Source: an optimization exercise on an open RTL-to-GDS flow (aim: small area). Production flows keep margins and buffers that such runs may drop. At most, simulation tests tie the RTL to the original design; equivalence was not proved. No functional check of the RTL was part of run 1. Power figures rest on the tool's default switching activity, not on a simulated workload.

--- flow/design.v ---
module xge (
    input  wire         clk,
    input  wire         rst,             
    input  wire         cmd_valid,
    output wire         cmd_ready,
    input  wire [95:0]  cmd,
    input  wire         tp_connected,    
    input  wire         rx_avail,        
    output wire         resp_valid,
    output reg  [31:0]  resp,
    output wire         tx_valid,
    input  wire         tx_ready,
    output wire [159:0] tx_data,         
    input  wire [31:0]  tx_status,       
    output wire         rx_req,
    input  wire         rx_ack,
    input  wire [3:0]   rx_len,          
    input  wire [63:0]  rx_data,         
    output reg          fb_valid,
    output wire [7:0]   fb_tag
);
    localparam [7:0] OP_SETBTN    = 8'h01, OP_SETDPAD  = 8'h02, OP_SETDPAD4 = 8'h03,
                     OP_SETTRIG   = 8'h04, OP_SETJOY   = 8'h05, OP_SETJOYD  = 8'h06,
                     OP_SETJOYX   = 8'h07, OP_SETJOYY  = 8'h08, OP_SETJOYDIG= 8'h09,
                     OP_RELALL    = 8'h0A, OP_RESET    = 8'h0B, OP_SETRANGE = 8'h0C,
                     OP_SETAUTO   = 8'h0D, OP_SETCB    = 8'h0E, OP_SEND     = 8'h0F,
                     OP_RECV      = 8'h10, OP_RDRPT    = 8'h11, OP_RDFB     = 8'h12,
                     OP_RDSTAT    = 8'h13, OP_RDRANGE  = 8'h14;
    localparam [3:0] ST_IDLE = 4'd0,  ST_INIT = 4'd1,  ST_P0  = 4'd2,  ST_CMP  = 4'd3,
                     ST_PRE  = 4'd4,  ST_LG   = 4'd5,  ST_ADJ = 4'd6,  ST_DIV  = 4'd7,
                     ST_ROT  = 4'd8,  ST_WT   = 4'd9,  ST_TX  = 4'd10, ST_RX   = 4'd11,
                     ST_RESP = 4'd12, ST_RXW = 4'd13;
    localparam [3:0] C_NONE = 4'd0, C_BTN  = 4'd1, C_RELALL = 4'd2, C_RESET = 4'd3,
                     C_TRIG = 4'd4, C_STKX = 4'd5, C_STKY   = 4'd6, C_STKXY = 4'd7,
                     C_STKD = 4'd8, C_RDRPT = 4'd9;
    reg  [3:0]   st;
    reg  [4:0]   ph;             
    reg  [1:0]   pc;             
    reg  [4:0]   it;             
    reg  [3:0]   cls;
    reg  [1:0]   rk;             
    reg          inv;            
    reg          ay;             
    reg  [127:0] rmn, rmx;       
    reg  [94:0]  ch;             
    reg  [31:0]  d0, d1;         
    reg          rd;             
    reg          c1, c2;         
    reg          sgn;            
    reg          zf;             
    reg          clox, chix, cloy, chiy;   
    reg          lb;             
    reg          qv;             
    reg          chg;            
    reg  [2:0]   player;
    reg  [7:0]   rumble_l, rumble_s;
    reg  [3:0]   ledpat;
    reg          dirty, autosend, cb_en;
    assign tx_data    = {48'd0, ch[94:11], 1'b0, ch[10:0], 8'h14, 8'h00};
    assign tx_valid   = (st == ST_TX);
    assign rx_req     = (st == ST_RX);
    assign resp_valid = (st == ST_RESP);
    assign fb_tag     = resp[7:0];      
    wire [7:0]  op   = cmd[31:24];
    wire [7:0]  ctrl = cmd[23:16];
    wire        p    = cmd[0];
    wire [31:0] opa  = cmd[63:32];
    wire [31:0] opb  = cmd[95:64];
    wire [4:0]  rb   = cmd[4:0];         
    wire ph0  = (ph == 5'd0);
    wire ph31 = (ph == 5'd31);
    wire is_trig = (ctrl == 8'd15) || (ctrl == 8'd16);
    wire is_joy  = (ctrl == 8'd17) || (ctrl == 8'd18);
    wire is_rng  = is_trig || is_joy;
    wire is_dpad = (ctrl >= 8'd11) && (ctrl <= 8'd14);
    wire [1:0] kk = ctrl[1:0] + 2'd1;    
    reg        btn_ok;
    reg  [3:0] bidx;
    always @(*) begin
        btn_ok = 1'b1; bidx = 4'd0;
        case (ctrl)
            8'd0:  bidx = 4'd12;
            8'd1:  bidx = 4'd13;
            8'd2:  bidx = 4'd14;
            8'd3:  bidx = 4'd15;
            8'd4:  bidx = 4'd8;
            8'd5:  bidx = 4'd9;
            8'd6:  bidx = 4'd5;
            8'd7:  bidx = 4'd4;
            8'd8:  bidx = 4'd6;
            8'd9:  bidx = 4'd7;
            8'd10: bidx = 4'd10;
            8'd11: bidx = 4'd0;
            8'd12: bidx = 4'd1;
            8'd13: bidx = 4'd2;
            8'd14: bidx = 4'd3;
            8'd17: bidx = 4'd6;
            8'd18: bidx = 4'd7;
            default: btn_ok = 1'b0;
        endcase
    end
    wire btn_wr   = ((op == OP_SETBTN) && btn_ok) || ((op == OP_SETDPAD) && is_dpad);
    wire btn_trig = (op == OP_SETBTN) && is_trig;
    wire rd_rot   = (op == OP_RDRPT) && (rb >= 5'd2) && (rb <= 5'd13);
    reg [3:0] dcls;
    always @(*) begin
        dcls = C_NONE;
        case (op)
            OP_SETBTN:    if (btn_ok) dcls = C_BTN; else if (is_trig) dcls = C_TRIG;
            OP_SETDPAD:   if (is_dpad) dcls = C_BTN;
            OP_SETDPAD4:  dcls = C_BTN;
            OP_SETTRIG:   if (is_trig) dcls = C_TRIG;
            OP_SETJOY:    if (is_joy) dcls = C_STKXY;
            OP_SETJOYX:   if (is_joy) dcls = C_STKX;
            OP_SETJOYY:   if (is_joy) dcls = C_STKY;
            OP_SETJOYD, OP_SETJOYDIG: if (is_joy) dcls = C_STKD;
            OP_RELALL:    dcls = C_RELALL;
            OP_RESET:     dcls = C_RESET;
            OP_RDRPT:     if (rd_rot) dcls = C_RDRPT;
            default: ;
        endcase
    end
    wire c_trig  = (cls == C_TRIG);
    wire c_resc  = c_trig || (cls == C_STKX) || (cls == C_STKY) || (cls == C_STKXY);
    wire c_xy    = (cls == C_STKXY);
    wire c_clr   = (st == ST_INIT) || (cls == C_RESET);
    wire [4:0] idx = {ph[4] & (op != OP_SETJOYD), ph[3:0]};
    wire mA = opa[idx];
    wire mB = opb[idx];
    wire vb = (ay && c_xy) ? mB : mA;
    wire [3:0] mins = {rmn[96], rmn[64], rmn[32], rmn[0]};
    wire [3:0] maxs = {rmx[96], rmx[64], rmx[32], rmx[0]};
    wire cmin = mins[rk];
    wire cmax = maxs[rk];
    wire sd   = rk[0];            
    wire [4:0] off  = c_trig ? {1'b1, sd, 3'b000} : {ay, 4'b0000};
    wire [4:0] base = c_trig ? {~sd, ~sd, 3'b000} : {~ay, 4'b0000};    
    wire fld  = c_trig ? (ph[4] && (ph[3] == sd)) : (ph[4] == ay);
    wire ffst = c_trig ? (ph[2:0] == 3'd0) : (ph[3:0] == 4'd0);
    wire flst = c_trig ? (ph[2:0] == 3'd7) : (ph[3:0] == 4'd15);
    wire clmp_x = clox | chix;
    wire clmp_y = cloy | chiy;
    wire more_y = c_xy && !ay && !clmp_y;    
    wire csi  = ph0 ? 1'b1 : c1;
    wire span = cmax ^ ~cmin ^ csi;
    wire cso  = (cmax & ~cmin) | (cmax & csi) | (~cmin & csi);
    wire in_p0 = (st == ST_P0);
    wire tapk  = c_trig ? (d0[8] & ~(ph[4] & ph[3])) : (d0[16] & ~ph[4]);
    wire nz    = c_trig ? (|d0[7:0]) : (|d0[15:0]);
    wire ad    = in_p0 ? vb : d0[0];
    wire bd    = in_p0 ? cmin : tapk;
    wire cdi   = ph0 ? (in_p0 | ~nz) : c1;
    wire dif   = ad ^ ~bd ^ cdi;
    wire cdo   = (ad & ~bd) | (ad & cdi) | (~bd & cdi);
    wire sub  = ~sgn;
    wire ar   = ph0 ? lb : rd;
    wire br   = span ^ sub;
    wire cri  = ph0 ? sub : c2;
    wire rs   = ar ^ br ^ cri;
    wire cro  = (ar & br) | (ar & cri) | (br & cri);
    wire ac   = in_p0 ? vb : mA;
    wire bc   = in_p0 ? cmax : mB;
    wire cci  = ph0 ? 1'b1 : c2;
    wire cco  = (ac & ~bc) | (ac & cci) | (~bc & cci);
    wire sgc  = ac ^ ~bc ^ cco;         
    wire sgd  = vb ^ ~cmin ^ cdo;       
    wire zer  = (ph0 | zf) & ~dif;      
    wire q0   = resp[0];
    wire ins  = qv && (ph == it);       
    wire dtap = c_trig ? (sd ? d0[8] : d0[16]) : (ay ? d0[16] : d0[0]);
    wire snc  = ffst ? 1'b0 : zf;
    wire lgb  = dtap ^ snc;
    wire       f_up = cmd[0], f_dn = cmd[1], f_lt = cmd[2], f_rt = cmd[3], f_socd = cmd[4];
    wire [3:0] dc   = {f_socd ? (f_rt & ~f_lt) : f_rt,
                       f_socd ? (f_lt & ~f_rt) : f_lt,
                       f_socd ? (f_dn & ~f_up) : f_dn,
                       f_up};
    wire top = (ph[3:0] == 4'd15);
    wire dgx = (f_lt ^ f_rt) & (f_rt ^ top);
    wire dgy = (f_up ^ f_dn) & (f_up ^ top);
    wire [3:0] rbm2 = rb[3:0] - 4'd2;
    reg  [7:0] fbv;
    always @(*) begin
        case (cmd[1:0])
            2'd0: fbv = {5'd0, player};
            2'd1: fbv = rumble_l;
            2'd2: fbv = rumble_s;
            default: fbv = {4'd0, ledpat};
        endcase
    end
    reg pbit;
    always @(*) begin
        case (op)
            OP_SETBTN, OP_SETDPAD: pbit = btn_wr && (ph[4] ? (ph[3:0] == bidx) : p);
            OP_SETDPAD4: pbit = (ph[3:2] == 2'd0) && (ph[4] || dc[ph[1:0]]);
            OP_SETJOYD:  pbit = is_joy && ((ph[4] ? mB : mA) ^ top);
            OP_SETJOYDIG: pbit = is_joy && ((ph[4] ? dgy : dgx) ^ top);
            OP_RDRANGE: pbit = is_rng && (p ? cmax : cmin);
            OP_RDFB:    pbit = (ph[4:3] == 2'd0) && fbv[ph[2:0]];
            OP_RDSTAT:  pbit = (ph[4:2] == 3'd0) && (ph[1] ? (ph[0] ? tp_connected : cb_en)
                                                          : (ph[0] ? autosend : dirty));
            OP_RDRPT:   pbit = rd_rot ? (ph[4:3] == rbm2[1:0]) : ((rb == 5'd1) && ((ph == 5'd2) || (ph == 5'd4)));
            default:    pbit = 1'b0;
        endcase
    end
    wire skip11 = (pc == 2'd0) && (ph == 5'd11);    
    wire cho  = ch[0] & ~skip11;
    wire stk  = !c_trig;
    wire sv   = (ins && (pc == 2'd0)) ? ~sgn : q0;
    wire ya   = stk && ph[4];
    wire rv   = ((ya ? cloy : clox) ? 1'b0 : ((ya ? chiy : chix) ? 1'b1 : sv))
                ^ (stk && top) ^ (stk && inv);
    wire wx   = (cls != C_STKY);
    wire wy   = (cls != C_STKX);
    reg  wm, wv;
    always @(*) begin
        wm = 1'b0; wv = 1'b0;
        if (c_clr || (cls == C_RELALL)) begin
            wm = 1'b1;
        end else if (cls == C_BTN) begin
            wm = (pc == 2'd0) && !ph[4] && resp[16]; wv = q0;
        end else if (c_trig) begin
            wm = (pc == 2'd0) && ph[4] && (ph[3] == sd); wv = rv;
        end else if (c_resc || (cls == C_STKD)) begin
            wm = (pc == (sd ? 2'd2 : 2'd1)) && (ph[4] ? wy : wx); wv = rv;
        end
    end
    wire chg_n = chg | (wm & (wv ^ cho)) | (cls == C_RELALL);
    reg sin;
    always @(*) begin
        sin = q0;
        case (st)
            ST_INIT, ST_RXW: sin = 1'b0;
            ST_PRE:  sin = pbit;
            ST_LG:   sin = fld ? lgb : (ins ? ~sgn : q0);
            ST_DIV:  sin = ins ? ~sgn : q0;
            ST_ROT: begin
                if (c_clr) sin = 1'b0;
                else if (cls == C_RDRPT) sin = (pc == it[3:2]) ? (q0 & cho) : q0;
                else if (pc == 2'd2) sin = 1'b0;
                else if (ins) sin = ~sgn;
            end
            default: ;
        endcase
    end
    wire rot   = (st == ST_ROT) || (st == ST_INIT);
    wire rinit = rot && c_clr;
    wire rwr   = (st == ST_PRE) && (op == OP_SETRANGE) && clox;    
    wire dtmin_j = (ph >= 5'd15);
    wire dtmax_t = (ph < 5'd8);
    wire dtmax_j = (ph < 5'd15);
    reg  [3:0] nmin, nmax;
    always @(*) begin
        nmin = mins; nmax = maxs;
        if (rinit) begin
            nmin = {dtmin_j, dtmin_j, 1'b0, 1'b0};
            nmax = {dtmax_j, dtmax_j, dtmax_t, dtmax_t};
        end else if (rwr) begin
            nmin[rk] = mA;
            nmax[rk] = mB;
        end
    end
    wire swap = (st == ST_LG) && c_xy && ay;
    reg  d0i;
    always @(*) begin
        case (st)
            ST_P0, ST_ADJ: d0i = dif;
            ST_DIV:        d0i = rs;
            ST_LG:         d0i = swap ? d1[0] : d0[0];
            default:       d0i = d0[0];
        endcase
    end
    wire d1ld = (in_p0 && c_xy && !ay) || swap;
    wire last_pre = (st == ST_PRE) || (in_p0 && !(c_xy && ay));
    wire acc = last_pre && ph31;
    assign cmd_ready = acc;
    always @(posedge clk) begin
        rmn <= {nmin[3], rmn[127:97], nmin[2], rmn[95:65], nmin[1], rmn[63:33], nmin[0], rmn[31:1]};
        rmx <= {nmax[3], rmx[127:97], nmax[2], rmx[95:65], nmax[1], rmx[63:33], nmax[0], rmx[31:1]};
        d0  <= {d0i, d0[31:1]};
        d1  <= {d1ld ? d0[0] : d1[0], d1[31:1]};
        rd  <= d0[0];
        c1  <= (st == ST_DIV) ? cso : cdo;
        c2  <= (st == ST_DIV) ? cro : cco;
        if (rot && !skip11) ch <= {wm ? wv : cho, ch[94:1]};
        if ((st == ST_TX) && tx_ready && (cls == C_NONE)) resp <= tx_status;
        else begin
            resp <= {sin, resp[31:1]};
            if ((st == ST_RX) && rx_ack) resp[11:0] <= {rx_len, rx_data[7:0]};
        end
    end
    always @(posedge clk) begin
        if (rst) begin
            st       <= ST_INIT;
            ph       <= 5'd0;
            pc       <= 2'd0;
            cls      <= C_NONE;
            fb_valid <= 1'b0;
        end else begin
            ph       <= ph + 5'd1;
            fb_valid <= 1'b0;
            if (in_p0) zf <= zer;
            if (st == ST_LG) zf <= snc | dtap;
            if (st == ST_ROT && !c_clr && (cls != C_RDRPT)) chg <= chg_n;
            case (st)
            ST_IDLE: begin
                if (cmd_valid && ph31) begin
                    cls  <= dcls;
                    rk   <= kk;
                    qv   <= 1'b0;
                    inv  <= ((op == OP_SETJOYX) || (op == OP_SETJOYY)) && p;
                    ay   <= (op == OP_SETJOY) || (op == OP_SETJOYY);
                    chg  <= 1'b0;
                    pc   <= 2'd0;
                    it   <= {1'b0, rbm2};
                    clox <= btn_trig && !p;
                    chix <= btn_trig && p;
                    cloy <= 1'b0;
                    chiy <= 1'b0;
                    if ((op == OP_SETTRIG && is_trig) ||
                        ((op == OP_SETJOY || op == OP_SETJOYX || op == OP_SETJOYY) && is_joy))
                        st <= ST_P0;
                    else if (op == OP_SETRANGE)
                        st <= ST_CMP;
                    else
                        st <= ST_PRE;
                end
            end
            ST_CMP: begin
                if (ph31) begin
                    clox <= is_rng && sgc;
                    st  <= ST_PRE;
                end
            end
            ST_P0, ST_PRE: begin
                if (ph31) begin
                    if (in_p0) begin
                        if (ay) begin cloy <= sgd | zer; chiy <= ~sgc; end
                        else    begin clox <= sgd | zer; chix <= ~sgc; end
                    end
                    if (!acc) begin
                        ay <= 1'b0;                  
                    end else if (c_resc) begin
                        if (!(ay ? ((in_p0 & (sgd | zer | ~sgc)) | clmp_y)
                                 : ((in_p0 & (sgd | zer | ~sgc)) | clmp_x)))
                            st <= ST_LG;
                        else if (c_xy && !ay && !clmp_y) begin
                            ay <= 1'b1;
                            st <= ST_LG;
                        end else
                            st <= ST_ROT;
                    end else if (cls != C_NONE)
                        st <= ST_ROT;
                    else if ((op == OP_SEND) && dirty)
                        st <= ST_TX;
                    else if ((op == OP_RECV) && rx_avail)
                        st <= ST_RX;
                    else
                        st <= ST_RESP;
                end
            end
            ST_LG: begin
                if (flst && fld) lb <= lgb;
                if (ph31) begin
                    qv <= 1'b0;
                    it <= base;
                    st <= ST_ADJ;
                end
            end
            ST_ADJ: begin
                if (ph31) begin
                    sgn <= 1'b0;
                    st  <= ST_DIV;
                end
            end
            ST_DIV: begin
                if (ph == it) lb <= resp[30];
                if (ph31) begin
                    sgn <= d0[0] ^ sub ^ cro;
                    qv  <= 1'b1;
                    it  <= it - 5'd1;
                    if (it == {off[4:1], 1'b1}) begin
                        if (more_y) begin
                            ay <= 1'b1;
                            st <= ST_LG;
                        end else
                            st <= ST_ROT;
                    end
                end
            end
            ST_ROT, ST_INIT: begin
                if (ph31) begin
                    pc <= pc + 2'd1;
                    if (pc == 2'd2) begin
                        if (st == ST_INIT) st <= ST_IDLE;
                        else if (cls == C_RDRPT) st <= ST_WT;
                        else if (chg_n && autosend && !c_clr) st <= ST_TX;
                        else st <= ST_RESP;
                    end
                end
            end
            ST_WT: begin
                if (ph == {it[1:0] - 2'd1, 3'b111}) st <= ST_RESP;
            end
            ST_TX: begin
                if (tx_ready) st <= ST_RESP;
            end
            ST_RX: begin
                if (rx_ack) begin
                    fb_valid <= (rx_len >= 4'd3) && cb_en;
                    it <= 5'd7;
                    st <= ST_RXW;
                end
            end
            ST_RXW: begin
                it <= it - 5'd1;
                if (it == 5'd0) st <= ST_RESP;
            end
            default: st <= ST_IDLE;      
            endcase
        end
    end
    wire srst = acc && (op == OP_RESET);
    always @(posedge clk) begin
        if (rst || srst) begin
            dirty    <= 1'b1;
            autosend <= 1'b1;
            cb_en    <= 1'b0;
            player   <= 3'd0;
            rumble_l <= 8'h00;
            rumble_s <= 8'h00;
            ledpat   <= 4'h0;
        end else begin
            if (acc && (op == OP_SETAUTO)) autosend <= p;
            if (acc && (op == OP_SETCB)) cb_en <= p;
            if ((st == ST_ROT) && ph31 && (pc == 2'd2) && chg_n && !c_clr && (cls != C_RDRPT))
                dirty <= 1'b1;
            if ((st == ST_TX) && tx_ready && !tx_status[31]) dirty <= 1'b0;
            if ((st == ST_RX) && rx_ack && (rx_len >= 4'd3)) begin
                if (rx_data[7:0] == 8'h00) begin
                    rumble_l <= rx_data[31:24];
                    rumble_s <= rx_data[39:32];
                end else if (rx_data[7:0] == 8'h01 && rx_data[23:16] <= 8'h0D) begin
                    ledpat <= rx_data[19:16];
                    if (rx_data[23:16] <= 8'h01)      player <= 3'd0;
                    else if (rx_data[23:16] <= 8'h05) player <= rx_data[18:16] - 3'd1;
                    else if (rx_data[23:16] <= 8'h09) player <= rx_data[18:16] + 3'd3;
                end
            end
        end
    end
endmodule
--- flow/flow/run.sh ---
#!/bin/bash
# Standard layout with two changes:
#  - synthesis maps the logic with an area-oriented ABC script (flow/area.abc);
#    everything else is the standard flow's own synthesis script, so the registers are the same;
#  - the port buffers are plain buf_1 cells.
set -euo pipefail
W=$(pwd)
{
  head -n 1 synth_recipe.tcl
  echo "proc abc {args} {"
  echo "  set i [lsearch -exact \$args -script]"
  echo "  if {\$i >= 0} { lset args [expr {\$i + 1}] {$W/flow/area.abc} }"
  echo "  yosys abc {*}\$args"
  echo "}"
  tail -n +2 synth_recipe.tcl
} > my_synth.tcl
bash standard.sh "SYNTH_SCRIPT=$W/my_synth.tcl" 'BUFFER_PORTS_ARGS=-buffer_cell sky130_fd_sc_hd__buf_1' SKIP_REPAIR_TIE_FANOUT=1 finish > make_finish.log 2>&1
--- flow/flow/area.abc ---
strash
dc2
dch -f
amap
--- flow/standard.sh ---
#!/bin/bash
# synth_recipe.tcl (not shown) runs the flow's synth.tcl, then flattens the netlist and writes it again
# the make line also repeats each setting of config.mk as NAME=value (left out here)
make -C /OpenROAD-flow-scripts/flow DESIGN_CONFIG=/design/flow/config.mk WORK_HOME=/design/flow/orfs CLKGATE_MAP_FILE= SYNTH_SCRIPT=/design/flow/synth_recipe.tcl "${@:-finish}"
--- flow/config.mk ---
export PLATFORM = sky130hd
export DESIGN_NAME = xge
export DESIGN_NICKNAME = xge
export VERILOG_FILES = /design/flow/design.v
export SDC_FILE = /design/flow/constraint.sdc
export NUM_CORES = 4
export LEC_CHECK = 0
export CAP_MARGIN = 20
export CORE_MARGIN = 2
export CORE_UTILIZATION = 40
export CTS_CLUSTER_DIAMETER = 100
export CTS_CLUSTER_SIZE = 30
export SLEW_MARGIN = 20
--- flow/constraint.sdc ---
create_clock -name core_clock -period 11.0 [get_ports {clk}]
set_input_delay 2.2000 -clock core_clock [delete_from_list [all_inputs] [get_ports {clk}]]
set_output_delay 2.2000 -clock core_clock [all_outputs]
set_load 0.01 [all_outputs]
==> results of run 1 <==
[area by class of cell]
type,count,share of cell area (%)
Clock inverter,4,0.359
Tap cell,539,3.59
Timing Repair Buffer,311,6.45
Inverter,107,2.14
Clock buffer,30,3.03
Multi-Input combinational cell,734,24.1
Sequential cell,510,60.3
[sequential cells by signal, indices dropped and copies added, names as in the netlist, 5 cells and up]
name	count
rmx	128
rmn	128
resp	32
rumble_l	8
it	5
rumble_s	8
d0	32
d1	32
ph	5
ch	95
[kinds of logic after synthesis]
group,Yosys count,share of synthesized area (%)
AO/OA/AOI/OAI,324,14.2
other,2,0.0447
adder cells (fa/ha/maj),36,2.81
buffers and inverters,181,5.69
AND/OR/NAND/NOR,372,9.80
flip-flops,510,67.5
[worst paths after layout]
kind,from,cells past startpoint,to
setup / recovery,cmd[31],19,st[0]
hold / removal,rmn[63],0,rmn[62]
setup reg to reg,ph[0],20,st[0]
hold reg to reg,rmn[63],0,rmn[62]
[report_power, final]
part / switching [mW] / total (mW) / internal [mW]
clock: 0.541 / 0.939 / 0.397
sequential: 0.227 / 2.78 / 2.55
combinational: 0.560 / 0.810 / 0.250
[placed cells by master, fill, tap and decap left out, types with 30 or more instances in the layout]
cell	instances
edfxtp_1	113
ha_1	33
o22ai_1	42
o21ai_0	50
nand2_1	65
buf_1	299
nor3_1	30
a22oi_1	47
nor2_1	193
dfxtp_1	397
clkinv_1	107
[critical path, stage by stage]
cell and delay [ps]:
buf_1 60, or2_0 230, or3_1 450, or3_1 410
nor2_1 250, nor2_1 130, o22a_1 340, o22ai_1 310
a22oi_1 140, fa_1 500, o21ai_0 250, clkinv_1 100
o221ai_1 230, o21ai_0 160, o221a_1 200, nor3_1 250
nor2_1 70, a2111oi_0 520, o221ai_1 180
[stage by stage]
| step | utilization (%) | std cells | worst slack (ps) |
|---|---|---|---|
| 4_1_cts | 45.0 | 2235 | 4490 |
| 5_1_grt | 45.0 | 2235 | 4090 |
| 6_report | 45.0 | 2235 | 4420 |
| 2_1_floorplan | - | 1425 | 3640 |
| 3_5_place_dp | 43.5 | 2201 | 3910 |
| 3_3_place_gp | 43.5 | 2201 | 3860 |
[layer usage]
metal  vias up  track usage, %  share of wire, %
met5         -               0                 0
met4         0            4.38               2.6
met3        54            3.23               7.1
met2       462            26.8                44
met1      5554            24.7                47
li1       5542               -                 -
==> metrics.cfg, run 1 <==
[cells_and_area]
area_growth_pct=11.8
stdcell_area_um2=18800
seqCellArea_um2=11300
fillCellCount=3925
layout-drive-gt1-share_pct=2.42
diodes=0
design.final.nets=1924
multi_input_comb_area_um2=4530

[synth]
netlist.area_leader.share_pct=47.3
synth_edf_count=113
syn_nets=1664
yosysMostFrequentCell=dfxtp_1
yosysUniqueCellTypes=54
seq_area_frac_synth_pct=67.5
yosys-top-cells-count=dfxtp_1 (397), nor2_1 (194), edfxtp_1 (113)
netlist_instances=1425
syn_area_per_cell_um2=11.8
synth-seq-cells=510
ys_warn_count=1
yosys-top-cells-area=dfxtp_1 (47%), edfxtp_1 (20%), nor2_1 (4.3%), buf_4 (3.3%), ha_1 (2.5%)
synth_ff_type=dfxtp_1
yosysTopAreaCell=dfxtp_1
postSynth.asyncResetShare_pct=0
netlist_area_um2=16800

[timing]
relSlewSlack_pct=38.5
finalHoldViolCount=0
rsz0062_at_grt=false
final.period_utilization_pct=59.8
fin_worst_skew_ps=20.3
tightest_slew_ps=915
setup-tns-final_ps=0
hold_ws_ps=313
min_period_ps=6580
fmax_mhz=152
setup_viol=0
slew_violations=0

[worst_hold_path]
hp-class=reg -> reg

[grt]
track_usage_pct=17.2
grt_pass1_vias=10900
grt_max_degree=67
grt_pass1_wl_um=60500
grt-ovfl-total=0
antenna_found_initial=0

[floorplanning]
initial_utilization_pct=40.3
rows=75
fp.coreArea_um2=41800
ios=408
dieArea_um2=43700
die_y_um=209
die_w_um=209

[setup_path]
r2r_slack_ps=5670
arrival_ps=6980
crit_fanout=5
required_ps=11400
cp-end-kind=flop
startpoint_type=input pin
critPathKind=in -> reg

[power_and_ir_drop]
ir_worst_vdd_mv=0.119
leakagePower_nw=6.75
p_total_mw=4.52
power_density_nw_per_um2=241

[detailed_routing]
vias=11600
drc_errors=0
drtAntennaViolNets=0
avgViaCountPerCell=5.20
dr.first_iter.drc_count=1000
wl_um=39100
routedWlPerCell_um=17.5
drtPass1Iterations=5

[job]
maxCapViolations=0

[cts]
cts_tree=done
cts_sinks=510
cts-hold-fix-buffers=0
cts_root_buf=clkbuf_16
htreeDepth=1
clk_pin_slew_ps=120
worstSkewPairLatency_ps=550
cts_resized=0
cts_setup_buffers=0
cts_buffers=21
cts_buffer_depth=3

[placed_design]
port_buffers=299
placed_area_um2=18200
hpwlAfterDp_um=28900
gp_congestion=0.910

[status]
status=timing/DRC/antenna clean

==> run 2: changes to the inputs <==
--- a/flow/design.v
+++ b/flow/design.v
@@ -43,7 +43,8 @@
     reg          ay;             
     reg  [127:0] rmn, rmx;       
     reg  [94:0]  ch;             
-    reg  [31:0]  d0, d1;         
+    reg  [31:0]  d0;             
+    reg  [15:0]  d1;             
     reg          rd;             
     reg          c1, c2;         
     reg          sgn;            
@@ -232,6 +233,7 @@
         case (st)
             ST_INIT, ST_RXW: sin = 1'b0;
             ST_PRE:  sin = pbit;
+            ST_P0:   if (yop && ph[4]) sin = dif;
             ST_LG:   sin = fld ? lgb : (ins ? ~sgn : q0);
             ST_DIV:  sin = ins ? ~sgn : q0;
             ST_ROT: begin
@@ -266,11 +268,11 @@
         case (st)
             ST_P0, ST_ADJ: d0i = dif;
             ST_DIV:        d0i = rs;
-            ST_LG:         d0i = swap ? d1[0] : d0[0];
+            ST_LG:         d0i = swap ? (ph[4] ? q0 : d1[0]) : d0[0];
             default:       d0i = d0[0];
         endcase
     end
-    wire d1ld = (in_p0 && c_xy && !ay) || swap;
+    wire yop = in_p0 && c_xy && ay;   
     wire last_pre = (st == ST_PRE) || (in_p0 && !(c_xy && ay));
     wire acc = last_pre && ph31;
     assign cmd_ready = acc;
@@ -278,7 +280,7 @@
         rmn <= {nmin[3], rmn[127:97], nmin[2], rmn[95:65], nmin[1], rmn[63:33], nmin[0], rmn[31:1]};
         rmx <= {nmax[3], rmx[127:97], nmax[2], rmx[95:65], nmax[1], rmx[63:33], nmax[0], rmx[31:1]};
         d0  <= {d0i, d0[31:1]};
-        d1  <= {d1ld ? d0[0] : d1[0], d1[31:1]};
+        d1  <= {(yop && !ph[4]) ? dif : d1[0], d1[15:1]};
         rd  <= d0[0];
         c1  <= (st == ST_DIV) ? cso : cdo;
         c2  <= (st == ST_DIV) ? cro : cco;
--- a/flow/flow/run.sh
+++ b/flow/flow/run.sh
@@ -1,12 +1,15 @@
 #!/bin/bash
 # Standard layout with two changes:
-#  - synthesis maps the logic with an area-oriented ABC script (flow/area.abc);
+#  - synthesis maps all logic, adders included, with an area-oriented ABC script
+#    (flow/area.abc) instead of mapping adders to adder cells first;
 #    everything else is the standard flow's own synthesis script, so the registers are the same;
-#  - the port buffers are plain buf_1 cells.
+#  - the port buffers are plain buf_1 cells;
+#  - constant outputs share one tie cell per value.
 set -euo pipefail
 W=$(pwd)
 {
   head -n 1 synth_recipe.tcl
+  echo 'set ::env(ADDER_MAP_FILE) ""'
   echo "proc abc {args} {"
   echo "  set i [lsearch -exact \$args -script]"
   echo "  if {\$i >= 0} { lset args [expr {\$i + 1}] {$W/flow/area.abc} }"
--- a/flow/config.mk
+++ b/flow/config.mk
@@ -7,7 +7,7 @@
 export LEC_CHECK = 0
 export CAP_MARGIN = 20
 export CORE_MARGIN = 2
-export CORE_UTILIZATION = 40
+export CORE_UTILIZATION = 65
 export CTS_CLUSTER_DIAMETER = 100
 export CTS_CLUSTER_SIZE = 30
 export SLEW_MARGIN = 20
==> metrics.cfg, run 2 <==
[status]
status=timing/DRC/antenna clean

[grt]
grt_pass1_vias=10900  ; -0.49%
track_usage_pct=30.2  ; +13 points
grt-ovfl-total=0  ; unchanged
antenna_found_initial=1  ; +1
grt_max_degree=96  ; +43%
grt_pass1_wl_um=60700  ; +0.41%

[cts]
cts_tree=done
cts_buffer_depth=3  ; unchanged
cts_root_buf=clkbuf_16
cts_buffers=20  ; -4.8%
worstSkewPairLatency_ps=560  ; about the same
clk_pin_slew_ps=120  ; about the same
cts-hold-fix-buffers=0  ; unchanged
cts_sinks=494  ; -3.1%
cts_setup_buffers=0  ; unchanged
cts_resized=0  ; unchanged
htreeDepth=1  ; unchanged

[timing]
fin_ws_ps=4570  ; +154 ps
finalHoldViolCount=0  ; unchanged
setup_viol=0  ; unchanged
slew_violations=0  ; unchanged
setup-tns-final_ps=0  ; unchanged
final.period_utilization_pct=58.4  ; -1.4 points
relSlewSlack_pct=32.1  ; -6.4 points
tightest_slew_ps=1010  ; +91.7 ps
min_period_ps=6430  ; -154 ps
rsz0062_at_grt=false
fin_worst_skew_ps=39.9  ; +19.6 ps
fmax_mhz=156  ; +2.4%
hold_ws_ps=317  ; +3.81 ps

[synth]
netlist_instances=1372  ; -3.7%
syn_area_per_cell_um2=11.6  ; -1.6%
seq_area_frac_synth_pct=69.2  ; +1.7 points
postSynth.asyncResetShare_pct=0  ; unchanged
yosys-top-cells-count=dfxtp_1 (381), nor2_1 (204), edfxtp_1 (113)
syn_nets=1575  ; -5.3%
netlist.area_leader.share_pct=47.9  ; +0.60 points
yosysUniqueCellTypes=49  ; -9.3%
netlist_area_um2=15900  ; -5.2%
yosysMostFrequentCell=dfxtp_1
yosys-top-cells-area=dfxtp_1 (48%), edfxtp_1 (21%), nor2_1 (4.8%), buf_4 (3.5%), clkinv_1 (2.3%)
yosysTopAreaCell=dfxtp_1
synth_edf_count=113  ; unchanged
synth-seq-cells=494  ; -3.1%
ys_warn_count=1  ; unchanged
synth_ff_type=dfxtp_1

[setup_path]
path_buf_inv=3  ; +1
critPathKind=in -> reg
crit_fanout=7  ; +2
startpoint_type=input pin
cpLargestDelayFamily=simple AND/OR/NAND/NOR gates
arrival_ps=6850  ; -130 ps
required_ps=11420  ; +20 ps
slowest_stage=or3_1
cp-end-kind=flop
max_stage_delay_ps=490  ; -30 ps

[detailed_routing]
avgViaCountPerCell=5.87  ; +13%
dr.first_iter.drc_count=1363  ; +36%
vias=11500  ; -0.59%
drtPass1Iterations=6  ; +1
drc_errors=0  ; unchanged
routedWlPerCell_um=20.3  ; +16%
drtAntennaViolNets=0  ; unchanged
wl_um=39900  ; +2.2%

[power_and_ir_drop]
p_total_mw=3.13  ; -31%
power_density_nw_per_um2=178  ; -26%
leakagePower_nw=6.27  ; -7.1%
ir_worst_vdd_mv=0.166  ; +39%

[floorplanning]
dieArea_um2=25800  ; -41%
ios=408  ; unchanged
initial_utilization_pct=65.9  ; +26 points
die_y_um=161  ; -23%
die_w_um=161  ; -23%
fp.coreArea_um2=24200  ; -42%
rows=57  ; -24%

[placed_design]
port_buffers=299  ; unchanged
place_ws_ps=4130  ; +217 ps
gp_congestion=0.991  ; +8.9%
hpwlAfterDp_um=28900  ; about the same

[cells_and_area]
area_growth_pct=10.4
final_common_cell=dfxtp_1
top_regs=rmn (128), rmx (128), ch (95)
design.final.nets=1834  ; -4.7%
fillCellCount=1711  ; -56%
layout_common_cells=dfxtp_1 (381), buf_1 (299), nor2_1 (201), edfxtp_1 (113), clkinv_1 (99)
layout-drive-gt1-share_pct=2.25  ; -0.16 points

[worst_hold_path]
hp-class=reg -> reg

[job]
maxCapViolations=0  ; unchanged

[run 2: final timing paths]
| kind | startpoint | endpoint | slack [ps] | cells after the start |
|---|---|---|---|---|
| max | cmd[31] | st[2] | 4570 | 25 |
| min | d1[8] | d1[7] | 320 | 0 |
| max reg2reg | ph[4] | st[2] | 5860 | 18 |
| min reg2reg | d1[8] | d1[7] | 320 | 0 |
[run 2: power breakdown]
| group | leakage, nW | internal [mW] | switching (mW) |
|---|---|---|---|
| Clock | 0.278 | 0.362 | 0.518 |
| Combinational | 1.71 | 0.0755 | 0.160 |
| Sequential | 4.28 | 1.95 | 0.0551 |
[run 2: final cells by class]
| class | count | area, um^2 | share of cell area, % |
|---|---|---|---|
| tap | 324 | 405 | 2.30 |
| antenna | 1 | 2.50 | 0.0142 |
| clock inverter | 1 | 16.3 | 0.0925 |
| multi-input combinational | 705 | 4000 | 22.7 |
| sequential | 494 | 11000 | 62.7 |
| timing repair buffer | 311 | 1220 | 6.91 |
| clock buffer | 31 | 563 | 3.20 |
| inverter | 99 | 372 | 2.11 |
[run 2: metal layers]
metal	GRT usage [%]	vias to the layer above	part of all wire, %
li1	-	5381	-
met4	7.94	0	2.8
met1	41.4	5442	41
met3	4.98	68	9.1
met5	0	-	0
met2	50.7	652	47
[run 2: logic make-up (layout without fill, tap and decap cells)]
kind of cell,after synthesis,count (layout),synth area share [%]
other,2,3,0.0471
DFF,494,494,69.2
AOI/OAI and AO/OA,320,320,14.7
buffers and inverters,173,442,5.82
and+or+nand+nor,382,382,10.2
xor gates and xnor gates,1,1,0.0550
[run 2: per-stage QoR]
stage                     std cells  util [%]  instance area (um^2)
after CTS                      1965      72.7                 17600
after floorplan                1372         -                 15900
after global placement         1933      70.3                 17000
after global routing           1966      72.8                 17600
after detailed placement       1933      70.3                 17000
final                          1966      72.8                 17600
==> run 3: changes to the inputs <==
--- a/flow/config.mk
+++ b/flow/config.mk
@@ -7,7 +7,7 @@
 export LEC_CHECK = 0
 export CAP_MARGIN = 20
 export CORE_MARGIN = 2
-export CORE_UTILIZATION = 65
+export CORE_UTILIZATION = 40
 export CTS_CLUSTER_DIAMETER = 100
-export CTS_CLUSTER_SIZE = 30
+export CTS_CLUSTER_SIZE = 24
 export SLEW_MARGIN = 20
==> metrics.cfg, run 3 <==
[cts]
clk_pin_slew_ps=90  ; -30 ps
htreeDepth=1  ; unchanged
cts_buffers=24  ; +20%
cts_resized=0  ; unchanged
worstSkewPairLatency_ps=580  ; +20 ps
cts_tree=done
cts-hold-fix-buffers=0  ; unchanged
cts_buffer_depth=3  ; unchanged
cts_setup_buffers=0  ; unchanged
cts_sinks=494  ; unchanged
cts_root_buf=clkbuf_16

[timing]
setup_viol=0  ; unchanged
relSlewSlack_pct=33.6  ; +1.6 points
fin_worst_skew_ps=31.7  ; -8.23 ps
tightest_slew_ps=992  ; -14.6 ps
fmax_mhz=154  ; -1.3%
rsz0062_at_grt=false
hold_ws_ps=322  ; +4.93 ps
fin_ws_ps=4490  ; -83.5 ps
final.period_utilization_pct=59.2  ; +0.76 points
finalHoldViolCount=0  ; unchanged
min_period_ps=6510  ; +83.5 ps
setup-tns-final_ps=0  ; unchanged
slew_violations=0  ; unchanged

[floorplanning]
initial_utilization_pct=40.3  ; -26 points
rows=73  ; +28%
fp.coreArea_um2=39500  ; +64%
dieArea_um2=41400  ; +61%
ios=408  ; unchanged
die_w_um=204  ; +27%
die_y_um=204  ; +27%

[synth]
synth_ff_type=dfxtp_1
synth-compound-area-share_pct=14.7  ; unchanged
ys_warn_count=1  ; unchanged
synthSimpleGateAreaFrac_pct=10.2  ; unchanged
yosysMostFrequentCell=dfxtp_1
yosys-top-cells-area=dfxtp_1 (48%), edfxtp_1 (21%), nor2_1 (4.8%), buf_4 (3.5%), clkinv_1 (2.3%)
synth_xor_xnor_area_share_pct=0.0550  ; unchanged
yosysTopAreaCell=dfxtp_1
seq_area_frac_synth_pct=69.2  ; unchanged
postSynth.asyncResetShare_pct=0  ; unchanged
netlist.area_leader.share_pct=47.9  ; unchanged
netlist_instances=1372  ; unchanged
synthMuxAreaShare_pct=0  ; unchanged
netlist_area_um2=15900  ; unchanged
yosysUniqueCellTypes=49  ; unchanged
synth-seq-cells=494  ; unchanged
syn_nets=1575  ; unchanged
syn_area_per_cell_um2=11.6  ; unchanged
synth_edf_count=113  ; unchanged
synthAdderAreaFrac_pct=0  ; unchanged
synth_top_family_by_area=compound AO/OA/AOI/OAI gates
yosys-top-cells-count=dfxtp_1 (381), nor2_1 (204), edfxtp_1 (113)

[cells_and_area]
diodes=0  ; -1
design.final.nets=1837  ; +0.16%
final_common_cell=dfxtp_1
layout_common_cells=dfxtp_1 (381), buf_1 (299), nor2_1 (202), edfxtp_1 (113), clkinv_1 (99)
top_regs=rmn (128), rmx (128), ch (95)
layout-drive-gt1-share_pct=2.43  ; +0.17 points
finish.utilization_pct=45.3  ; -27 points
area_growth_pct=12.5

[placed_design]
hpwlAfterDp_um=27200  ; -6.1%
place_ws_ps=4030  ; -93.2 ps
port_buffers=299  ; unchanged
gp_congestion=0.932  ; -5.9%

[grt]
gr-max-usage-layer=met2
grt_max_degree=95  ; -1.0%
grtUsageMet2_pct=27.5  ; -23 points
antenna_found_initial=0  ; -1
use_met1_pct=24.6  ; -17 points
grt_pass1_wl_um=57700  ; -5.0%
grt_pass1_vias=10600  ; -2.6%
track_usage_pct=17.3  ; -13 points
gr-usage-met3_pct=2.51  ; -2.5 points
grt-ovfl-total=0  ; unchanged

[setup_path]
critPathKind=in -> reg
cp-end-kind=flop
slowest_stage=o21ai_0
path_buf_inv=3  ; unchanged
crit_fanout=7  ; unchanged
critPathMostFrequentCell=nor2_1
crit_cells=24  ; -4.0%
required_ps=11420  ; about the same
cpLargestDelayFamily=simple AND/OR/NAND/NOR gates
path_cells=buf_1, or2_0, or3_1, or3_1, nor2_1, nor2_1, clkinv_1, o21ai_0, o32ai_1, buf_4, o22ai_1, nand2_1, o21ai_0, nor2_1, nor2_1, o21ai_0, o21ai_0, nor2b_1, nand2_1, a21oi_1, nor2_1, nand2_1, a221oi_1, o32ai_1
r2r_cells=18  ; unchanged
arrival_ps=6930  ; +80 ps
startpoint_type=input pin
max_stage_delay_ps=530  ; +40 ps

[status]
status=timing/DRC/antenna clean

[detailed_routing]
drtPass1Iterations=5  ; -1
wl_um=36900  ; -7.4%
routedWlPerCell_um=17.0  ; -16%
dr.first_iter.drc_count=937  ; -31%
avgViaCountPerCell=5.18  ; -12%
drtAntennaViolNets=0  ; unchanged
vias=11200  ; -2.6%
drc_errors=0  ; unchanged

[power_and_ir_drop]
p_total_mw=3.17  ; +1.5%
p_seq_share_pct=63.1  ; -1.2 points
intPower_mw=2.44  ; +2.0%
power.switching_uw=731  ; -0.34%
power_density_nw_per_um2=177  ; -0.42%
ir_worst_vdd_mv=0.127  ; -23%
switching_share_pct=23.0  ; -0.42 points
pwr-share-comb_pct=7.2  ; -0.3 points
p_clk_share_pct=29.7  ; +1.5 points
leakagePower_nw=6.31  ; +0.65%

[worst_hold_path]
hp-class=reg -> reg
holdPathStages=0  ; unchanged

[job]
maxCapViolations=0  ; unchanged

run 3: cell counts after synthesis:
Identical to the previous run, type by type.
run 3: path summary, 6_finish.rpt:
path                            endpoint  slack, ps    start
worst max register to register     st[2]       5680    ph[4]
worst min-delay path             rmx[29]        320  rmx[30]
worst min register to register   rmx[29]        320  rmx[30]
worst max-delay path               st[2]       4490  cmd[31]
run 3: metal layers:
metal	wire length, um	share of wire (%)
met1	16900	46
met2	16300	44
met4	1080	2.9
met3	2700	7.3
met5	0	0
run 3: per-stage QoR:
| step | instances | area [um^2] |
|---|---|---|
| 6_report | 2172 | 17900 |
| 5_1_grt | 2172 | 17900 |
| 4_1_cts | 2172 | 17900 |
| 3_5_place_dp | 2133 | 17200 |
| 3_3_place_gp | 2132 | 17200 |
| 2_1_floorplan | 1372 | 15900 |
run 3: cell type report:
type	count	area (um^2)
fillers	3737	21600
flip-flops and latches	494	11000
multi-input cells	705	3990
repair buffers	310	1210
well taps	525	657
clock buffers	36	646
inverters	99	372
clock inverters	3	30.0
run 3: power by group through the flow:
stage | registers (mW) | clock network, mW | logic (mW)
global route | 2.01 | 1.04 | 0.252
detailed placement | 2.04 | 0 | 0.227
floorplan | 2.07 | 0 | 0.0953
global placement | 2.04 | 0 | 0.226
CTS | 2.00 | 0.981 | 0.228
finish | 2.00 | 0.942 | 0.229
run 3: cell families (layout without fill, tap and decap cells):
kind of cell | after synthesis | after routing
other | 2 | 2
and+or+nand+nor | 382 | 382
AOI/OAI and AO/OA | 320 | 320
DFF | 494 | 494
buffers and inverters | 173 | 448
xor gates and xnor gates | 1 | 1
==> run 4: changes to the inputs <==
--- a/flow/config.mk
+++ b/flow/config.mk
@@ -9,5 +9,5 @@
 export CORE_MARGIN = 2
 export CORE_UTILIZATION = 40
 export CTS_CLUSTER_DIAMETER = 100
-export CTS_CLUSTER_SIZE = 24
+export CTS_CLUSTER_SIZE = 30
 export SLEW_MARGIN = 20
==> metrics.cfg, run 4 <==
[detailed_routing]
avgViaCountPerCell=5.19  ; +0.18%
drc_errors=0  ; unchanged
vias=11200  ; -0.053%
dr.first_iter.drc_count=967  ; +3.2%
routedWlPerCell_um=17.1  ; +0.63%
wl_um=37100  ; +0.40%
drtPass1Iterations=5  ; unchanged
drtAntennaViolNets=0  ; unchanged

[timing]
tightest_slew_ps=932  ; -59.3 ps
setup_viol=0  ; unchanged
fin_worst_skew_ps=27.8  ; -3.89 ps
finalHoldViolCount=0  ; unchanged
relSlewSlack_pct=36.2  ; +2.6 points
fmax_mhz=153  ; -0.28%
slew_violations=0  ; unchanged
min_period_ps=6530  ; +18.1 ps
rsz0062_at_grt=false
final.period_utilization_pct=59.4  ; +0.16 points
setup-tns-final_ps=0  ; unchanged

[grt]
grt-ovfl-total=0  ; unchanged
grt_pass1_wl_um=57700  ; about the same
grt_pass1_vias=10500  ; -0.35%
grt_max_degree=95  ; unchanged
track_usage_pct=17.4  ; +0.10 points
antenna_found_initial=0  ; unchanged

[cts]
cts_buffer_depth=3  ; unchanged
cts_buffers=20  ; -17%
cts_sinks=494  ; unchanged
htreeDepth=1  ; unchanged
worstSkewPairLatency_ps=570  ; about the same
cts-hold-fix-buffers=0  ; unchanged
cts_tree=done
clk_pin_slew_ps=110  ; +20 ps
cts_setup_buffers=0  ; unchanged
cts_resized=0  ; unchanged
cts_root_buf=clkbuf_16

[setup_path]
r2r_cells=18  ; unchanged
path_cells=buf_1, or2_0, or3_1, or3_1, nor2_1, nor2_1, clkinv_1, o21ai_0, o32ai_1, buf_4, o22ai_1, nand2_1, o21ai_0, nor2_1, nor2_1, o21ai_0, o21ai_0, nor2b_1, nand2_1, a21oi_1, nor2_1, nand2_1, a221oi_1, o32ai_1
crit_end=st[2]
crit_cells=24  ; unchanged
startpoint_type=input pin
worstReg2RegStart=ph[4]
cpLargestDelayFamily=simple AND/OR/NAND/NOR gates
critPathMostFrequentCell=nor2_1
r2r_slack_ps=5680  ; about the same
critPathKind=in -> reg
cp-end-kind=flop
path_buf_inv=3  ; unchanged
arrival_ps=6950  ; +20 ps
max_stage_delay_ps=560  ; +30 ps
required_ps=11420  ; about the same
critPathLaunch=cmd[31]
crit_fanout=7  ; unchanged
reg2reg_to=st[2]
slowest_stage=o21ai_0

[synth]
seq_area_frac_synth_pct=69.2  ; unchanged
netlist_area_um2=15900  ; unchanged
synth-seq-cells=494  ; unchanged
yosysTopAreaCell=dfxtp_1
yosysMostFrequentCell=dfxtp_1
postSynth.asyncResetShare_pct=0  ; unchanged
yosysUniqueCellTypes=49  ; unchanged
syn_nets=1575  ; unchanged
yosys-top-cells-count=dfxtp_1 (381), nor2_1 (204), edfxtp_1 (113)
netlist_instances=1372  ; unchanged
synth_ff_type=dfxtp_1
synth_edf_count=113  ; unchanged
netlist.area_leader.share_pct=47.9  ; unchanged
ys_warn_count=1  ; unchanged
syn_area_per_cell_um2=11.6  ; unchanged
yosys-top-cells-area=dfxtp_1 (48%), edfxtp_1 (21%), nor2_1 (4.8%), buf_4 (3.5%), clkinv_1 (2.3%)

[power_and_ir_drop]
p_total_mw=3.11  ; -2.1%
leakagePower_nw=6.26  ; -0.76%
power_density_nw_per_um2=174  ; -1.5%
ir_worst_vdd_mv=0.106  ; -17%

[cells_and_area]
layout_common_cells=dfxtp_1 (381), buf_1 (299), nor2_1 (202), edfxtp_1 (113), clkinv_1 (99)
top_regs=rmn (128), rmx (128), ch (95)
design.final.nets=1833  ; -0.22%
diodes=0  ; unchanged
fillCellCount=3739  ; +0.054%
fin_cells=2167  ; -0.23%
layout-drive-gt1-share_pct=2.19  ; -0.24 points
area_growth_pct=11.9
final_common_cell=dfxtp_1

[placed_design]
hpwlAfterDp_um=27200  ; unchanged
dp_cells=2133  ; unchanged
port_buffers=299  ; unchanged
gp_congestion=0.932  ; unchanged

[floorplanning]
die_w_um=204  ; unchanged
fp.coreArea_um2=39500  ; unchanged
dieArea_um2=41400  ; unchanged
initial_utilization_pct=40.3  ; unchanged
ios=408  ; unchanged
rows=73  ; unchanged
die_y_um=204  ; unchanged

[worst_hold_path]
holdPathStages=0  ; unchanged
hp-class=reg -> reg

[job]
maxCapViolations=0  ; unchanged

[status]
status=timing/DRC/antenna clean

## run 4: logic make-up after synthesis
logic type / Yosys count / synth area share (%)
flops: 494 / 69.2
simple gates: 382 / 10.2
compound gates: 320 / 14.7
buf+inv: 173 / 5.82
other cells: 2 / 0.0471
xor+xnor: 1 / 0.0550
## run 4: cell type report
class | count | area (um^2) | area share [%]
sequential | 494 | 11000 | 61.8
multi-input combinational | 705 | 3990 | 22.4
timing repair buffer | 310 | 1210 | 6.78
tap | 525 | 657 | 3.68
clock buffer | 31 | 542 | 3.04
inverter | 99 | 372 | 2.08
clock inverter | 3 | 37.5 | 0.211
## run 4: per-layer routing
metal / up-vias / track usage, % / wire length, um
met4: 0 / 5.06 / 1000
met1: 5337 / 24.7 / 17300
met3: 64 / 3.08 / 2610
met5: - / 0 / 0
li1: 5397 / - / -
met2: 443 / 27.3 / 16200
## run 4: how the worst min path moves through the flow
stage	startpoint	endpoint	slack, ps
2_1_floorplan	d0[17]	d0[16]	310
3_3_place_gp	rmx[127]	rmx[126]	310
3_5_place_dp	rmn[66]	rmn[65]	310
4_1_cts	rmx[118]	rmx[117]	330
5_1_grt	rmx[54]	rmx[53]	340
6_report	rmx[5]	rmx[4]	330
## run 4: worst register-to-register path: stages (launching register included)
cell and delay, ps:
dfxtp_1 790, clkinv_1 710, nor2_1 360, clkinv_1 160, o22a_1 350, o22ai_1 280
nand2_1 100, o21ai_0 160, and2_0 210, nor2_1 70, o21ai_0 560, o21ai_0 240
nor2b_1 230, nand2_1 60, a21oi_1 100, nor2_1 220, nand2_1 110, a221oi_1 370
o32ai_1 140
## run 4: stage by stage
stage	instance area (um^2)	hold WS [ps]	setup slack [ps]	util, %
6_report	17800	327	4470	45.1
5_1_grt	17800	337	4160	45.1
4_1_cts	17800	331	4610	45.1
3_5_place_dp	17200	312	4030	43.6
3_3_place_gp	17200	311	4080	43.6
2_1_floorplan	15900	310	4960	-
## run 4: report_power, final
part / total (mW) / switching (mW) / internal, mW
clock network: 0.874 / 0.523 / 0.351
registers: 2.00 / 0.0491 / 1.95
logic: 0.229 / 0.154 / 0.0759
total: 3.11 / 0.726 / 2.38
==> run 5: changes to the inputs <==
--- a/flow/config.mk
+++ b/flow/config.mk
@@ -8,6 +8,6 @@
 export CAP_MARGIN = 20
 export CORE_MARGIN = 2
 export CORE_UTILIZATION = 40
-export CTS_CLUSTER_DIAMETER = 100
+export CTS_CLUSTER_DIAMETER = 60
 export CTS_CLUSTER_SIZE = 30
 export SLEW_MARGIN = 20
==> metrics.cfg, run 5 <==
[grt]
grt-ovfl-total=0  ; unchanged
grt_max_degree=95  ; unchanged
grt_pass1_vias=10700  ; +1.6%
antenna_found_initial=0  ; unchanged
grt_pass1_wl_um=58000  ; +0.56%
track_usage_pct=17.5  ; +0.042 points

[timing]
rsz0062_at_grt=false
final.period_utilization_pct=58.9  ; -0.49 points
fin_worst_skew_ps=19.9  ; -7.93 ps
tightest_slew_ps=947  ; +14.5 ps
fmax_mhz=154  ; +0.83%
min_period_ps=6480  ; -53.6 ps
setup_viol=0  ; unchanged
relSlewSlack_pct=35.2  ; -0.99 points
slew_violations=0  ; unchanged
setup-tns-final_ps=0  ; unchanged
finalHoldViolCount=0  ; unchanged
fin_ws_ps=4520  ; +53.6 ps

[synth]
synth_edf_count=113  ; unchanged
yosysTopAreaCell=dfxtp_1
seq_area_frac_synth_pct=69.2  ; unchanged
ys_warn_count=1  ; unchanged
postSynth.asyncResetShare_pct=0  ; unchanged
syn_area_per_cell_um2=11.6  ; unchanged
netlist.area_leader.share_pct=47.9  ; unchanged
yosysMostFrequentCell=dfxtp_1
yosys-top-cells-area=dfxtp_1 (48%), edfxtp_1 (21%), nor2_1 (4.8%), buf_4 (3.5%), clkinv_1 (2.3%)
netlist_instances=1372  ; unchanged
yosys-top-cells-count=dfxtp_1 (381), nor2_1 (204), edfxtp_1 (113)
netlist_area_um2=15900  ; unchanged
syn_nets=1575  ; unchanged
yosysUniqueCellTypes=49  ; unchanged
synth-seq-cells=494  ; unchanged
synth_ff_type=dfxtp_1

[cts]
cts_root_buf=clkbuf_16
worstSkewPairLatency_ps=600  ; +30 ps
clk_pin_slew_ps=100  ; about the same
cts_buffer_depth=3  ; unchanged
cts_sinks=494  ; unchanged
cts_tree=done
htreeDepth=1  ; unchanged
cts_setup_buffers=0  ; unchanged
cts-hold-fix-buffers=0  ; unchanged
cts_resized=0  ; unchanged
cts_buffers=29  ; +45%

[power_and_ir_drop]
power_density_nw_per_um2=190  ; +8.9%
ir_worst_vdd_mv=0.132  ; +25%
p_total_mw=3.49  ; +12%
leakagePower_nw=6.52  ; +4.1%

[setup_path]
path_cells=buf_1, or2_0, or3_1, or3_1, nor2_1, nor2_1, clkinv_1, o21ai_0, o32ai_1, buf_4, o22ai_1, nand2_1, o21ai_0, nor2_1, nor2_1, o21ai_0, o21ai_0, nor2b_1, nand2_1, a21oi_1, nor2_1, nand2_1, a221oi_1, o32ai_1
critPathMostFrequentCell=nor2_1
required_ps=11460  ; +40 ps
cpLargestDelayFamily=simple AND/OR/NAND/NOR gates
max_stage_delay_ps=520  ; -40 ps
critPathKind=in -> reg
arrival_ps=6930  ; -20 ps
path_buf_inv=3  ; unchanged
cp-end-kind=flop
r2r_slack_ps=5720  ; +40 ps
startpoint_type=input pin
crit_fanout=7  ; unchanged
slowest_stage=o21ai_0

[cells_and_area]
layout_common_cells=dfxtp_1 (381), buf_1 (299), nor2_1 (202), edfxtp_1 (113), clkinv_1 (99)
layout-drive-gt1-share_pct=3.86  ; +1.7 points
design.final.nets=1842  ; +0.49%
top_regs=rmn (128), rmx (128), ch (95)
fillCellCount=3698  ; -1.1%
final_common_cell=dfxtp_1
diodes=0  ; unchanged
finish.utilization_pct=46.4  ; +1.4 points
area_growth_pct=15.3

[detailed_routing]
dr.first_iter.drc_count=910  ; -5.9%
routedWlPerCell_um=16.9  ; -1.2%
drc_errors=0  ; unchanged
drtAntennaViolNets=0  ; unchanged
avgViaCountPerCell=5.17  ; -0.25%
wl_um=37000  ; -0.35%
vias=11300  ; +0.58%
drtPass1Iterations=7  ; +2

[status]
status=timing/DRC/antenna clean

[floorplanning]
die_w_um=204  ; unchanged
fp.coreArea_um2=39500  ; unchanged
dieArea_um2=41400  ; unchanged
ios=408  ; unchanged
initial_utilization_pct=40.3  ; unchanged
die_y_um=204  ; unchanged
rows=73  ; unchanged

[job]
maxCapViolations=0  ; unchanged

[placed_design]
gp_congestion=0.932  ; unchanged
place_ws_ps=4030  ; unchanged
hpwlAfterDp_um=27200  ; unchanged
port_buffers=299  ; unchanged

[worst_hold_path]
hp-class=reg -> reg

run 5: where the power goes:
part	internal (mW)	switching, mW	total (mW)	leakage, nW
registers	1.95	0.0478	2.00	4.28
clock network	0.586	0.670	1.26	0.536
logic	0.0759	0.153	0.229	1.70
run 5: cells by family after synthesis:
family                 after synthesis  synth area share (%)
XOR/XNOR                             1                0.0550
flip-flops                         494                  69.2
AO/OA/AOI/OAI                      320                  14.7
AND/OR/NAND/NOR                    382                  10.2
buffers and inverters              173                  5.82
other                                2                0.0471
run 5: final cells by class:
cell class                 instances  area [um^2]  share of cell area (%)
clock buffer                      32          768                    4.18
clock inverter                    20          347                    1.89
sequential                       494        11000                    60.0
timing repair buffer             310         1210                    6.58
multi-input combinational        705         3990                    21.7
tap                              525          657                    3.58
inverter                          99          372                    2.02
run 5: routing by layer:
| layer | up-vias | wire, um | global-route usage [%] |
|---|---|---|---|
| met5 | - | 0 | 0 |
| met4 | 0 | 1090 | 5.42 |
| met3 | 62 | 2650 | 3.15 |
| met2 | 455 | 16200 | 27.4 |
| met1 | 5361 | 17000 | 24.7 |
| li1 | 5428 | - | - |
run 5: worst paths after layout:
check               start      end  cells after the start
hold reg to reg   rmx[93]  rmx[92]                      0
setup reg to reg    ph[4]    st[2]                     18
hold / removal    rmx[93]  rmx[92]                      0
setup / recovery  cmd[31]    st[2]                     24
run 5: through the flow:
| step | instance area (um^2) | instances | hold WS [ps] |
|---|---|---|---|
| final | 18400 | 2185 | 325 |
| after global routing | 18400 | 2185 | 309 |
| after CTS | 18400 | 2185 | 313 |
| after detailed placement | 17200 | 2133 | 312 |
| after global placement | 17200 | 2132 | 311 |
| after floorplan | 15900 | 1372 | 310 |
==> run 6: changes to the inputs <==
--- a/flow/flow/run.sh
+++ b/flow/flow/run.sh
@@ -1,5 +1,5 @@
 #!/bin/bash
-# Standard layout with two changes:
+# Standard layout with three changes:
 #  - synthesis maps all logic, adders included, with an area-oriented ABC script
 #    (flow/area.abc) instead of mapping adders to adder cells first;
 #    everything else is the standard flow's own synthesis script, so the registers are the same;
==> flow/flow/area.abc (replaced) <==
strash
dc2
dch -f
amap -F 10 -A 20
--- a/flow/config.mk
+++ b/flow/config.mk
@@ -8,6 +8,6 @@
 export CAP_MARGIN = 20
 export CORE_MARGIN = 2
 export CORE_UTILIZATION = 40
-export CTS_CLUSTER_DIAMETER = 60
-export CTS_CLUSTER_SIZE = 30
+export CTS_CLUSTER_DIAMETER = 100
+export CTS_CLUSTER_SIZE = 24
 export SLEW_MARGIN = 20
==> metrics.cfg, run 6 <==
[cts]
cts_setup_buffers=0  ; unchanged
worstSkewPairLatency_ps=580  ; -20 ps
htreeDepth=1  ; unchanged
cts-hold-fix-buffers=0  ; unchanged
cts_buffer_depth=3  ; unchanged
clk_pin_slew_ps=90  ; about the same
cts_resized=0  ; unchanged
cts_root_buf=clkbuf_16
cts_sinks=494  ; unchanged
cts_buffers=24  ; -17%
cts_tree=done

[power_and_ir_drop]
power.switching_uw=723  ; -17%
pwr-share-comb_pct=7.1  ; +0.5 points
switching_share_pct=22.8  ; -2.2 points
p_total_mw=3.17  ; -9.2%
power_density_nw_per_um2=177  ; -6.9%
p_seq_share_pct=62.9  ; +5.5 points
ir_worst_vdd_mv=0.0954  ; -28%
intPower_mw=2.44  ; -6.6%
leakagePower_nw=6.26  ; -4.0%
p_clk_share_pct=30.0  ; -6.0 points

[detailed_routing]
wl_um=36900  ; -0.21%
drtAntennaViolNets=0  ; unchanged
vias=11200  ; -1.3%
routedWlPerCell_um=17.2  ; +1.5%
drc_errors=0  ; unchanged
drtPass1Iterations=8  ; +1
avgViaCountPerCell=5.20  ; +0.43%
dr.first_iter.drc_count=1022  ; +12%

[synth]
seq_area_frac_synth_pct=69.4  ; +0.26 points
yosysMostFrequentCell=dfxtp_1
yosysTopAreaCell=dfxtp_1
synth-seq-cells=494  ; unchanged
syn_nets=1553  ; -1.4%
synth_edf_count=113  ; unchanged
ys_warn_count=1  ; unchanged
yosys-top-cells-count=dfxtp_1 (381), nor2_1 (157), edfxtp_1 (113)
netlist_instances=1350  ; -1.6%
yosys-top-cells-area=dfxtp_1 (48%), edfxtp_1 (21%), nor2_1 (3.7%), buf_4 (3.5%), clkinv_1 (2.6%)
syn_area_per_cell_um2=11.8  ; +1.2%
netlist_area_um2=15900  ; -0.38%
synth_ff_type=dfxtp_1
postSynth.asyncResetShare_pct=0  ; unchanged
yosysUniqueCellTypes=53  ; +8.2%
netlist.area_leader.share_pct=48.1  ; +0.18 points

[timing]
rsz0062_at_grt=false
slew_violations=0  ; unchanged
finalHoldViolCount=0  ; unchanged
setup-tns-final_ps=0  ; unchanged
fmax_mhz=155  ; +0.20%
setup_viol=0  ; unchanged
hold_ws_ps=314  ; -10.9 ps
min_period_ps=6460  ; -12.7 ps
tightest_slew_ps=923  ; -23.4 ps
fin_ws_ps=4540  ; +12.7 ps
relSlewSlack_pct=37.9  ; +2.6 points
fin_worst_skew_ps=34.2  ; +14.3 ps
final.period_utilization_pct=58.8  ; -0.12 points

[floorplanning]
fp.coreArea_um2=38900  ; -1.6%
dieArea_um2=41300  ; -0.37%
rows=72  ; -1.4%
die_y_um=203  ; -0.19%
initial_utilization_pct=40.8  ; +0.50 points
die_w_um=203  ; -0.19%
ios=408  ; unchanged

[placed_design]
gp_congestion=0.922  ; -1.1%
hpwlAfterDp_um=26900  ; -0.87%
place_ws_ps=4330  ; +292 ps
port_buffers=299  ; unchanged

[grt]
grt_max_degree=96  ; +1.1%
antenna_found_initial=1  ; +1
track_usage_pct=17.2  ; -0.32 points
grt-ovfl-total=0  ; unchanged
grt_pass1_vias=10500  ; -2.1%
grt_pass1_wl_um=57000  ; -1.8%

[cells_and_area]
top_regs=rmn (128), rmx (128), ch (95)
area_growth_pct=12.8
multi_input_comb_area_um2=3890  ; -2.5%
layout_common_cells=dfxtp_1 (381), buf_1 (299), nor2_1 (155), edfxtp_1 (113), clkinv_1 (111)
diodes=0  ; unchanged
fillCellCount=3712  ; +0.38%
final_common_cell=dfxtp_1
design.final.nets=1820  ; -1.2%
seqCellArea_um2=11000  ; unchanged
finish.utilization_pct=46.0  ; -0.42 points
layout-drive-gt1-share_pct=2.76  ; -1.1 points

[setup_path]
critPathMostFrequentCell=clkinv_1
path_cells=clkinv_1, nor2_1, clkinv_1, nor2_1, clkinv_1, nor2_1, clkinv_1, a211oi_1, buf_4, buf_1
cpLargestDelayFamily=buffers and inverters
max_stage_delay_ps=670  ; +150 ps
path_buf_inv=6  ; +3
arrival_ps=4260  ; -2670 ps
required_ps=8800  ; -2660 ps
crit_fanout=11  ; +4
cp-end-kind=output pin
slowest_stage=dfxtp_1
critPathKind=reg -> out
startpoint_type=flop

[job]
maxCapViolations=0  ; unchanged

[status]
status=timing/DRC/antenna clean

[worst_hold_path]
hp-class=reg -> reg

==> run 6: kinds of logic (layout without fill, tap and decap cells) <==
family | count (synthesis) | count (layout) | share of synthesized area (%)
AOI/OAI and AO/OA | 348 | 348 | 15.6
xor gates and xnor gates | 1 | 1 | 0.0552
buffers and inverters | 185 | 465 | 6.13
DFF | 494 | 494 | 69.4
other | 2 | 2 | 0.0473
and+or+nand+nor | 320 | 320 | 8.74
==> run 6: worst register-to-register path: cells and delay by family (launching register included) <==
family / cells / cell delay [ps]
AND/OR/NAND/NOR: 6 / 1360
buffers and inverters: 4 / 1200
AO/OA/AOI/OAI: 8 / 1920
flip-flops: 1 / 670
==> run 6: routing by layer <==
layer  global-route usage, %  wire length, um  vias to the layer above
met3                    3.10             2800                       64
met1                    24.7            17300                     5247
met5                       0                0                        -
met4                    4.93             1040                        0
met2                    26.5            15800                      486
li1                        -                -                     5365
==> run 6: final timing paths <==
check | startpoint | end | slack, ps | depth (start not counted)
min reg2reg | rmx[62] | rmx[61] | 310 | 0
min | rmx[62] | rmx[61] | 310 | 0
max | ph[3] | cmd_ready | 4540 | 10
max reg2reg | ph[3] | resp[31] | 5760 | 18
==> run 6: power by group through the flow <==
stage               sequential, mW  combinational (mW)  clock (mW)
floorplan                     2.06              0.0950           0
global placement              2.03               0.225           0
detailed placement            2.03               0.224           0
CTS                           1.99               0.225       0.986
global route                  2.00               0.248        1.05
finish                        1.99               0.225       0.949
==> run 6: final cells by class <==
type / instances / area share, %
Sequential cell: 494 / 61.5
Clock buffer: 37 / 3.68
Inverter: 111 / 2.33
Tap cell: 518 / 3.62
Timing Repair Buffer: 315 / 6.96
Multi-Input combinational cell: 671 / 21.7
Clock inverter: 2 / 0.140
==> run 6: per-stage QoR <==
stage | area (um^2) | cells
global placement | 17200 | 2109
detailed placement | 17200 | 2109
finish | 17900 | 2148
floorplan | 15900 | 1350
CTS | 17900 | 2148
global route | 17900 | 2148

[afterwards: timing with drivers on the ports]
The flow's constraints put no driver on any port. The routed layouts listed below were extracted and timed again, unchanged, in two steps. Step 1 assumes that a clkbuf_16 drives the clock port and a buf_2 every other input. Step 2 adds t to the input delays and takes it off the output delays; t is the mean of the earliest and latest rising clock arrival at the registers after step 1. Input paths then give back, and output paths get back, about the clock's delay inside the block. Three values: ideal, step 1, step 2; two values: the first two.
run | t (ns) | setup WS [ns] | worst data-port slew with drivers (ns) | cell pins on the clock port's net
run 1 | 0.588 | 4.418 / 4.422 / 3.834 | 0.08 | 1
run 2 | 0.586 | 4.572 / 4.578 / 3.992 | 0.13 | 1
run 3 | 0.609 | 4.489 / 4.516 / 3.907 | 0.09 | 1
run 4 | 0.609 | 4.470 / 4.500 / 3.891 | 0.09 | 1
run 5 | 0.643 | 4.524 / 4.555 / 3.913 | 0.08 | 1
run 6 | 0.612 | 4.537 / 4.483 / 4.286 | 0.07 | 1
After both steps setup and hold are still met in every run listed. For run 5, which loses most, drivers alone change the setup slack by +0.031 ns; drivers and shift together by -0.611 ns.
